What follows belongs to an exercise in optimizing a design on an open flow for small area, a short achievable clock period and few clock cycles; a production flow would make more cautious choices.
In this exercise RTL edits were held to simulation tests only and were not proved equivalent to the original.
No driver is modelled on the clock port, so clocking that relies on it looks cheaper here than on a real chip.

==> flow/design.v (excerpt) <==
module motor_loop (
    input  wire        clk,
    input  wire        rst,            
    input  wire        cmd_valid,
    output wire        cmd_ready,
    input  wire [3:0]  cmd_op,
    input  wire [7:0]  cmd_imm,
    input  wire [15:0] meas_current,   
    input  wire [15:0] meas_clicks,    
    input  wire [15:0] bus_voltage,    
    output reg         done,
    output reg  [6:0]  duty_a,
    output reg  [6:0]  duty_b,
    output reg  [7:0]  v_out           
);
    assign cmd_ready = 1'b1;
    function [23:0] add24(input [23:0] a, input [23:0] b, input ci);
        integer i;
        reg c;
        begin
            c = ci;
            for (i = 0; i < 24; i = i + 1) begin
                add24[i] = a[i] ^ b[i] ^ c;
                c = (a[i] & b[i]) | (c & (a[i] ^ b[i]));
            end
        end
    endfunction
    reg        a_v, rst_q;
    reg [3:0]  a_op;
    reg [7:0]  a_imm;
    reg [15:0] a_cur, a_clk, a_vb;
    always @(posedge clk) begin
        a_v   <= cmd_valid && !rst;
        rst_q <= rst;
  ...
==> flow/config.mk <==
export PLATFORM = sky130hd
export DESIGN_NAME = motor_loop
export DESIGN_NICKNAME = motor_loop
export VERILOG_FILES = /design/flow/design.v
export SDC_FILE = /design/flow/constraint.sdc
export NUM_CORES = 4
export LEC_CHECK = 0
export ABC_AREA = 1
export CAP_MARGIN = 20
export CORE_MARGIN = 2
export CORE_UTILIZATION = 80
export CTS_BUF_LIST = sky130_fd_sc_hd__clkbuf_16
export CTS_CLUSTER_DIAMETER = 70
export CTS_CLUSTER_SIZE = 35
export SLEW_MARGIN = 20
==> flow/constraint.sdc <==
create_clock -name core_clock -period 120.0 [get_ports {clk}]
set_input_delay 24.0000 -clock core_clock [delete_from_list [all_inputs] [get_ports {clk}]]
set_output_delay 24.0000 -clock core_clock [all_outputs]
set_load 0.01 [all_outputs]
standard.sh (not shown) runs the stock make flow with config.mk's settings and CLKGATE_MAP_FILE= SYNTH_SCRIPT=/design/flow/synth_recipe.tcl, a recipe that flattens the netlist after the stock synthesis.
==> flow/flow/run.sh <==
#!/bin/bash
# Standard layout with two changes:
#  - CTS without dummy load cells (clock_tree_synthesis -dont_use_dummy_load);
#  - the port buffers buffer_ports inserts (clkdlybuf4s50_1, a delay cell) are
#    swapped for plain buffers after CTS (flow/port_buffers.tcl).
set -euo pipefail
here=$(pwd)
cts_args="-sink_clustering_enable -repair_clock_nets -sink_clustering_size 35"
cts_args="$cts_args -sink_clustering_max_diameter 70 -buf_list sky130_fd_sc_hd__clkbuf_16"
cts_args="$cts_args -dont_use_dummy_load"
bash standard.sh cts "CTS_ARGS=$cts_args" > $here/standard_cts.log 2>&1
openroad -no_init -exit $here/flow/port_buffers.tcl > $here/port_buffers.log 2>&1
bash standard.sh > $here/standard_finish.log 2>&1
test -f $here/out/final.def
==> flow/flow/port_buffers.tcl <==
# Swap the port buffers for plain buffers and re-legalise the placement.
set plat $::env(FLOW_HOME)/platforms/$::env(FLOW_PLATFORM)
set res [pwd]/orfs/results/$::env(FLOW_PLATFORM)/motor_loop/base
read_liberty $plat/lib/sky130_fd_sc_hd__tt_025C_1v80.lib
read_db $res/4_cts.odb
set n 0
foreach inst [[ord::get_db_block] getInsts] {
  set name [$inst getName]
  set m [[$inst getMaster] getName]
  if {$m ne "sky130_fd_sc_hd__clkdlybuf4s50_1"} { continue }
  if {![regexp {^(input|output)[0-9]+$} $name]} { continue }
  set fo 0
  foreach it [$inst getITerms] {
    if {[$it isOutputSignal]} {
      set net [$it getNet]
      if {$net ne "NULL"} { set fo [expr {[llength [$net getITerms]] + [llength [$net getBTerms]] - 1}] }
    }
  }
  set new [expr {$fo > 2 ? "sky130_fd_sc_hd__buf_2" : "sky130_fd_sc_hd__buf_1"}]
  if {[string match output* $name]} { set new sky130_fd_sc_hd__buf_2 }
  replace_cell [get_cells $name] $new
  incr n
}
puts "replaced $n port buffers"
detailed_placement
check_placement -verbose
write_db $res/4_cts.odb
The baseline did not get past global routing (5_1_grt).
Testbench counts at the start, summed over its fixed seeds: cycles 32,016.
Edit:
--- a/flow/flow/run.sh
+++ b/flow/flow/run.sh
@@ -1,4 +1,8 @@
 #!/bin/bash
-# Standard layout with two changes:
+# Standard layout with three changes:
+#  - synthesis leaves adders to ABC (no full/half-adder cell extraction) and
+#    maps with an area-oriented ABC script (flow/abc_area.script, used through
+#    a copy of ORFS's scripts folder); flip-flop mapping is the standard one,
+#    so the registers are the same;
 #  - CTS without dummy load cells (clock_tree_synthesis -dont_use_dummy_load);
 #  - the port buffers buffer_ports inserts (clkdlybuf4s50_1, a delay cell) are
@@ -6,4 +10,8 @@
 set -euo pipefail
 here=$(pwd)
+rm -rf $here/scripts_abc
+cp -r $FLOW_HOME/scripts $here/scripts_abc
+cp $here/flow/abc_area.script $here/scripts_abc/abc_area.script
+bash standard.sh synth "SCRIPTS_DIR=$here/scripts_abc" "ADDER_MAP_FILE=" > $here/standard_synth.log 2>&1
 cts_args="-sink_clustering_enable -repair_clock_nets -sink_clustering_size 35"
 cts_args="$cts_args -sink_clustering_max_diameter 70 -buf_list sky130_fd_sc_hd__clkbuf_16"
==> flow/flow/abc_area.script (new file) <==
strash
dc2
strash
dch -f
amap
topo
stime -c
--- a/flow/config.mk
+++ b/flow/config.mk
@@ -9,5 +9,5 @@
 export CAP_MARGIN = 20
 export CORE_MARGIN = 2
-export CORE_UTILIZATION = 80
+export CORE_UTILIZATION = 65
 export CTS_BUF_LIST = sky130_fd_sc_hd__clkbuf_16
 export CTS_CLUSTER_DIAMETER = 70
=> The new run produced a clean layout. Synthesized cell count grows by roughly a tenth. Area after synthesis shrinks by a few percent.
Edit:
==> flow/flow/run.sh (replaced) <==
#!/bin/bash
# Standard layout, except that the port buffers buffer_ports inserts
# (clkdlybuf4s50_1, a delay cell) are swapped for plain buffers after CTS.
set -euo pipefail
here=$(pwd)
res=$here/orfs/results/$FLOW_PLATFORM/motor_loop/base
bash standard.sh cts > $here/standard_cts.log 2>&1
openroad -no_init -exit $here/flow/port_buffers.tcl > $here/port_buffers.log 2>&1
bash standard.sh > $here/standard_finish.log 2>&1
test -f $here/out/final.def
--- a/flow/config.mk
+++ b/flow/config.mk
@@ -9,7 +9,7 @@
 export CAP_MARGIN = 20
 export CORE_MARGIN = 2
-export CORE_UTILIZATION = 65
+export CORE_UTILIZATION = 40
 export CTS_BUF_LIST = sky130_fd_sc_hd__clkbuf_16
-export CTS_CLUSTER_DIAMETER = 70
-export CTS_CLUSTER_SIZE = 35
+export CTS_CLUSTER_DIAMETER = 60
+export CTS_CLUSTER_SIZE = 30
 export SLEW_MARGIN = 20
removed: flow/flow/abc_area.script
Effect: Synthesized cell count is lower by about 12%. Routed wire length fell by 0.48%. Worst hold slack improved by 7.2 ps. Worst setup slack gets worse by 69 ps.
Edit:
==> flow/flow/run.sh (replaced) <==
#!/bin/bash
# Standard layout with three changes:
#  - synthesis maps with a stronger area script for ABC (flow/abc_area.script,
#    used through a copy of ORFS's scripts folder; everything else in
#    synthesis is the standard one, so the registers are the same);
#  - CTS without dummy load cells (clock_tree_synthesis -dont_use_dummy_load);
#  - the port buffers buffer_ports inserts (clkdlybuf4s50_1, a delay cell) are
#    swapped for plain buffers after CTS (flow/port_buffers.tcl).
set -euo pipefail
here=$(pwd)
rm -rf $here/scripts_abc
cp -r $FLOW_HOME/scripts $here/scripts_abc
cp $here/flow/abc_area.script $here/scripts_abc/abc_area.script
bash standard.sh synth "SCRIPTS_DIR=$here/scripts_abc" > $here/standard_synth.log 2>&1
cts_args="-sink_clustering_enable -repair_clock_nets -sink_clustering_size 35"
cts_args="$cts_args -sink_clustering_max_diameter 70 -buf_list sky130_fd_sc_hd__clkbuf_16"
cts_args="$cts_args -dont_use_dummy_load"
bash standard.sh cts "CTS_ARGS=$cts_args" > $here/standard_cts.log 2>&1
openroad -no_init -exit $here/flow/port_buffers.tcl > $here/port_buffers.log 2>&1
bash standard.sh > $here/standard_finish.log 2>&1
test -f $here/out/final.def
==> flow/flow/abc_area.script (new file) <==
strash
dc2
strash
dch -f
amap
topo
stime -c
--- a/flow/config.mk
+++ b/flow/config.mk
@@ -9,7 +9,7 @@
 export CAP_MARGIN = 20
 export CORE_MARGIN = 2
-export CORE_UTILIZATION = 40
+export CORE_UTILIZATION = 65
 export CTS_BUF_LIST = sky130_fd_sc_hd__clkbuf_16
-export CTS_CLUSTER_DIAMETER = 60
-export CTS_CLUSTER_SIZE = 30
+export CTS_CLUSTER_DIAMETER = 70
+export CTS_CLUSTER_SIZE = 35
 export SLEW_MARGIN = 20
=>
- The changed run went through all stages and came out clean
- utilization grows by 25 points
- critical path depth stays the same
- die area shrinks by 39%
- design area shrinks by about 6%
- setup slack is better by 95 ps
Edit:
==> flow/flow/run.sh (replaced) <==
#!/bin/bash
# Standard layout with two changes:
#  - CTS without dummy load cells (clock_tree_synthesis -dont_use_dummy_load);
#  - the port buffers buffer_ports inserts (clkdlybuf4s50_1, a delay cell) are
#    swapped for plain buffers after CTS (flow/port_buffers.tcl).
set -euo pipefail
here=$(pwd)
cts_args="-sink_clustering_enable -repair_clock_nets -sink_clustering_size 35"
cts_args="$cts_args -sink_clustering_max_diameter 70 -buf_list sky130_fd_sc_hd__clkbuf_16"
cts_args="$cts_args -dont_use_dummy_load"
bash standard.sh cts "CTS_ARGS=$cts_args" > $here/standard_cts.log 2>&1
openroad -no_init -exit $here/flow/port_buffers.tcl > $here/port_buffers.log 2>&1
bash standard.sh > $here/standard_finish.log 2>&1
test -f $here/out/final.def
--- a/flow/config.mk
+++ b/flow/config.mk
@@ -9,5 +9,5 @@
 export CAP_MARGIN = 20
 export CORE_MARGIN = 2
-export CORE_UTILIZATION = 65
+export CORE_UTILIZATION = 40
 export CTS_BUF_LIST = sky130_fd_sc_hd__clkbuf_16
 export CTS_CLUSTER_DIAMETER = 70
removed: flow/flow/abc_area.script
Worst hold slack loses 6.0 ps; worst setup slack got worse by 45 ps; clock skew grows by 76 ps; count of clock-buffer cells in the layout increases by 18; maximum frequency stays flat; die area rises by 65%.
Edit:
--- a/flow/flow/run.sh
+++ b/flow/flow/run.sh
@@ -1,4 +1,8 @@
 #!/bin/bash
-# Standard layout with two changes:
+# Standard layout with three changes:
+#  - synthesis leaves adders to ABC (no full/half-adder cell extraction) and
+#    maps with an area-oriented ABC script (flow/abc_area.script, used through
+#    a copy of ORFS's scripts folder); flip-flop mapping is the standard one,
+#    so the registers are the same;
 #  - CTS without dummy load cells (clock_tree_synthesis -dont_use_dummy_load);
 #  - the port buffers buffer_ports inserts (clkdlybuf4s50_1, a delay cell) are
@@ -6,4 +10,8 @@
 set -euo pipefail
 here=$(pwd)
+rm -rf $here/scripts_abc
+cp -r $FLOW_HOME/scripts $here/scripts_abc
+cp $here/flow/abc_area.script $here/scripts_abc/abc_area.script
+bash standard.sh synth "SCRIPTS_DIR=$here/scripts_abc" "ADDER_MAP_FILE=" > $here/standard_synth.log 2>&1
 cts_args="-sink_clustering_enable -repair_clock_nets -sink_clustering_size 35"
 cts_args="$cts_args -sink_clustering_max_diameter 70 -buf_list sky130_fd_sc_hd__clkbuf_16"
==> flow/flow/abc_area.script (new file) <==
strash
dc2
strash
dch -f
map -a
topo
stime -c
--- a/flow/config.mk
+++ b/flow/config.mk
@@ -9,5 +9,5 @@
 export CAP_MARGIN = 20
 export CORE_MARGIN = 2
-export CORE_UTILIZATION = 40
+export CORE_UTILIZATION = 65
 export CTS_BUF_LIST = sky130_fd_sc_hd__clkbuf_16
 export CTS_CLUSTER_DIAMETER = 70
The new run finished with timing, DRC and antenna clean.
Sequential share of layout area went up by 1.7 points.
Core utilization went up by 26 points.
Final area went down by a few percent.
Maximum frequency barely changes.

---

run 1:
Starting RTL as in the previous note.
export LEC_CHECK = 0
export ABC_AREA = 1
export CAP_MARGIN = 20
export CORE_MARGIN = 2
export CORE_UTILIZATION = 65
export CTS_BUF_LIST = sky130_fd_sc_hd__clkbuf_16
export CTS_CLUSTER_DIAMETER = 70
export CTS_CLUSTER_SIZE = 35
export SLEW_MARGIN = 20
create_clock -name core_clock -period 120.0 [get_ports {clk}]
==> flow/flow/run.sh <==
#!/bin/bash
# Standard layout with three changes:
#  - synthesis maps with a stronger area script for ABC (flow/abc_area.script,
#    used through a copy of ORFS's scripts folder; everything else in
#    synthesis is the standard one, so the registers are the same);
#  - CTS without dummy load cells (clock_tree_synthesis -dont_use_dummy_load);
#  - the port buffers buffer_ports inserts (clkdlybuf4s50_1, a delay cell) are
#    swapped for plain buffers after CTS (flow/port_buffers.tcl).
set -euo pipefail
here=$(pwd)
rm -rf $here/scripts_abc
cp -r $FLOW_HOME/scripts $here/scripts_abc
cp $here/flow/abc_area.script $here/scripts_abc/abc_area.script
bash standard.sh synth "SCRIPTS_DIR=$here/scripts_abc" > $here/standard_synth.log 2>&1
cts_args="-sink_clustering_enable -repair_clock_nets -sink_clustering_size 35"
cts_args="$cts_args -sink_clustering_max_diameter 70 -buf_list sky130_fd_sc_hd__clkbuf_16"
cts_args="$cts_args -dont_use_dummy_load"
bash standard.sh cts "CTS_ARGS=$cts_args" > $here/standard_cts.log 2>&1
openroad -no_init -exit $here/flow/port_buffers.tcl > $here/port_buffers.log 2>&1
bash standard.sh > $here/standard_finish.log 2>&1
test -f $here/out/final.def
==> flow/flow/abc_area.script <==
strash
dc2
strash
dch -f
map -a
topo
stime -c
Scripts as last shown in full above: flow/flow/port_buffers.tcl
Testbench counts of run 1, summed over its fixed seeds: cycles 32,016.
Input-level comparison between run 2 and run 1:
==> flow/flow/run.sh <==
#!/bin/bash
# Standard layout with two changes:
#  - CTS without dummy load cells (clock_tree_synthesis -dont_use_dummy_load);
#  - the port buffers buffer_ports inserts (clkdlybuf4s50_1, a delay cell) are
#    swapped for plain buffers after CTS (flow/port_buffers.tcl).
set -euo pipefail
here=$(pwd)
cts_args="-sink_clustering_enable -repair_clock_nets -sink_clustering_size 35"
cts_args="$cts_args -sink_clustering_max_diameter 70 -buf_list sky130_fd_sc_hd__clkbuf_16"
cts_args="$cts_args -dont_use_dummy_load"
bash standard.sh cts "CTS_ARGS=$cts_args" > $here/standard_cts.log 2>&1
openroad -no_init -exit $here/flow/port_buffers.tcl > $here/port_buffers.log 2>&1
bash standard.sh > $here/standard_finish.log 2>&1
test -f $here/out/final.def
removed: flow/flow/abc_area.script
- Per the final summary, run 2 finished and its layout is clean on timing, DRC and antenna.
- Cmp run 1 and run 2 / TritonCTS buffer count / higher: run 1
- Number of buffers added to fix hold violations after cts essentially unchanged between run 1 and run 2.
- Diff run 1 -> run 2: sum of routed wire length over all layers went up about 7%, utilization fell by 0.41 points, met2 track demand over resource in global routing moved up.
- In the route summary, run 2 ends up with a via count exceeding that of run 1.
- Global-route wire length before repair sits higher in run 2 than in run 1.
- Startpoint of the worst setup timing path = v_out[0]: run 2; startpoint of the worst setup timing path = v_out[1]: run 1
--- input diff run 2..run 3 ---
# run 2
export LEC_CHECK = 0
export ABC_AREA = 1
export CAP_MARGIN = 20
export CORE_MARGIN = 2
export CORE_UTILIZATION = 65
export CTS_BUF_LIST = sky130_fd_sc_hd__clkbuf_16
export CTS_CLUSTER_DIAMETER = 70
export CTS_CLUSTER_SIZE = 35
export SLEW_MARGIN = 20
create_clock -name core_clock -period 120.0 [get_ports {clk}]
# run 3
export LEC_CHECK = 0
export ABC_AREA = 1
export CAP_MARGIN = 20
export CORE_MARGIN = 2
export CORE_UTILIZATION = 40
export CTS_BUF_LIST = sky130_fd_sc_hd__clkbuf_16
export CTS_CLUSTER_DIAMETER = 60
export CTS_CLUSTER_SIZE = 30
export SLEW_MARGIN = 20
create_clock -name core_clock -period 120.0 [get_ports {clk}]
==> flow/run.sh (new file) <==
#!/bin/bash
# synth_recipe.tcl (not shown) runs the flow's synth.tcl, then flattens the netlist and writes it again
# the make line also repeats each setting of config.mk as NAME=value (left out here)
make -C /OpenROAD-flow-scripts/flow DESIGN_CONFIG=/design/flow/config.mk WORK_HOME=/design/flow/orfs CLKGATE_MAP_FILE= SYNTH_SCRIPT=/design/flow/synth_recipe.tcl finish
removed: flow/flow/run.sh
removed: flow/flow/port_buffers.tcl
removed: flow/standard.sh
==> summary.txt <==
When run 3 is measured against run 2, its wire length the detailed router placed on met1 turns out about 2% lower.
Between run 2 and run 3, the delay of the slowest cell on the worst path is lower for run 2.
Run 3 vs run 2 — pin count of the biggest net entering global routing dropped slightly
Run 3 ended up with a lower number of iterations in the first detailed-routing pass than run 2 did.
The routed wire length in run 2 is 1.07 times that in run 3.
Of run 2 and run 3, the run reporting the lower number of global-route vias before repair was run 3.
In run 3, the final instance area came out 4000 um2 above the value in run 2.
Looking at the reports, run 3 completed the entire flow and the layout it produced met the timing, DRC and antenna checks.

==> separate check: timing with driven ports <==
The flow's constraints put no driver on any port. The routed layouts listed below were extracted and timed again, unchanged, in two steps. Step 1: set_driving_cell puts a clkbuf_16 on clk and a buf_2 on each other input, an assumption about the parent block. Step 2 times the ports against the registers' clock, not the clock port: input delays grow and output delays shrink by t, the midpoint of the rising clock arrivals with the driver on. Three values: ideal, step 1, step 2; two values: the first two.
| run | shift t [ns] | setup WS [ns] | latest minus earliest clock arrival (ns) | worst data-port slew with drivers (ns) |
|---|---|---|---|---|
| the second run of note 1 | 0.717 | 94.818 / 94.749 / 95.295 | 0.110 / 0.110 | 0.04 |
| the third run of note 1 | 0.827 | 94.749 / 94.671 / 95.378 | 0.072 / 0.072 | 0.04 |
| the fourth run of note 1 | 0.720 | 94.844 / 94.773 / 95.212 | 0.087 / 0.087 | 0.05 |
| the fifth run of note 1 | 0.777 | 94.799 / 94.725 / 95.348 | 0.150 / 0.150 | 0.04 |
| the sixth run of note 1 | 0.704 | 94.832 / 94.762 / 95.372 | 0.152 / 0.152 | 0.05 |
| run 1 | 0.719 | 94.859 / 94.788 / 95.260 | 0.114 / 0.114 | 0.03 |
| run 2 | 0.724 | 94.822 / 94.754 / 95.276 | 0.115 / 0.115 | 0.04 |
| run 3 | 0.828 | 94.337 / 94.260 / 94.666 | 0.073 / 0.073 | 0.04 |
After both steps setup and hold are still met in every run listed.
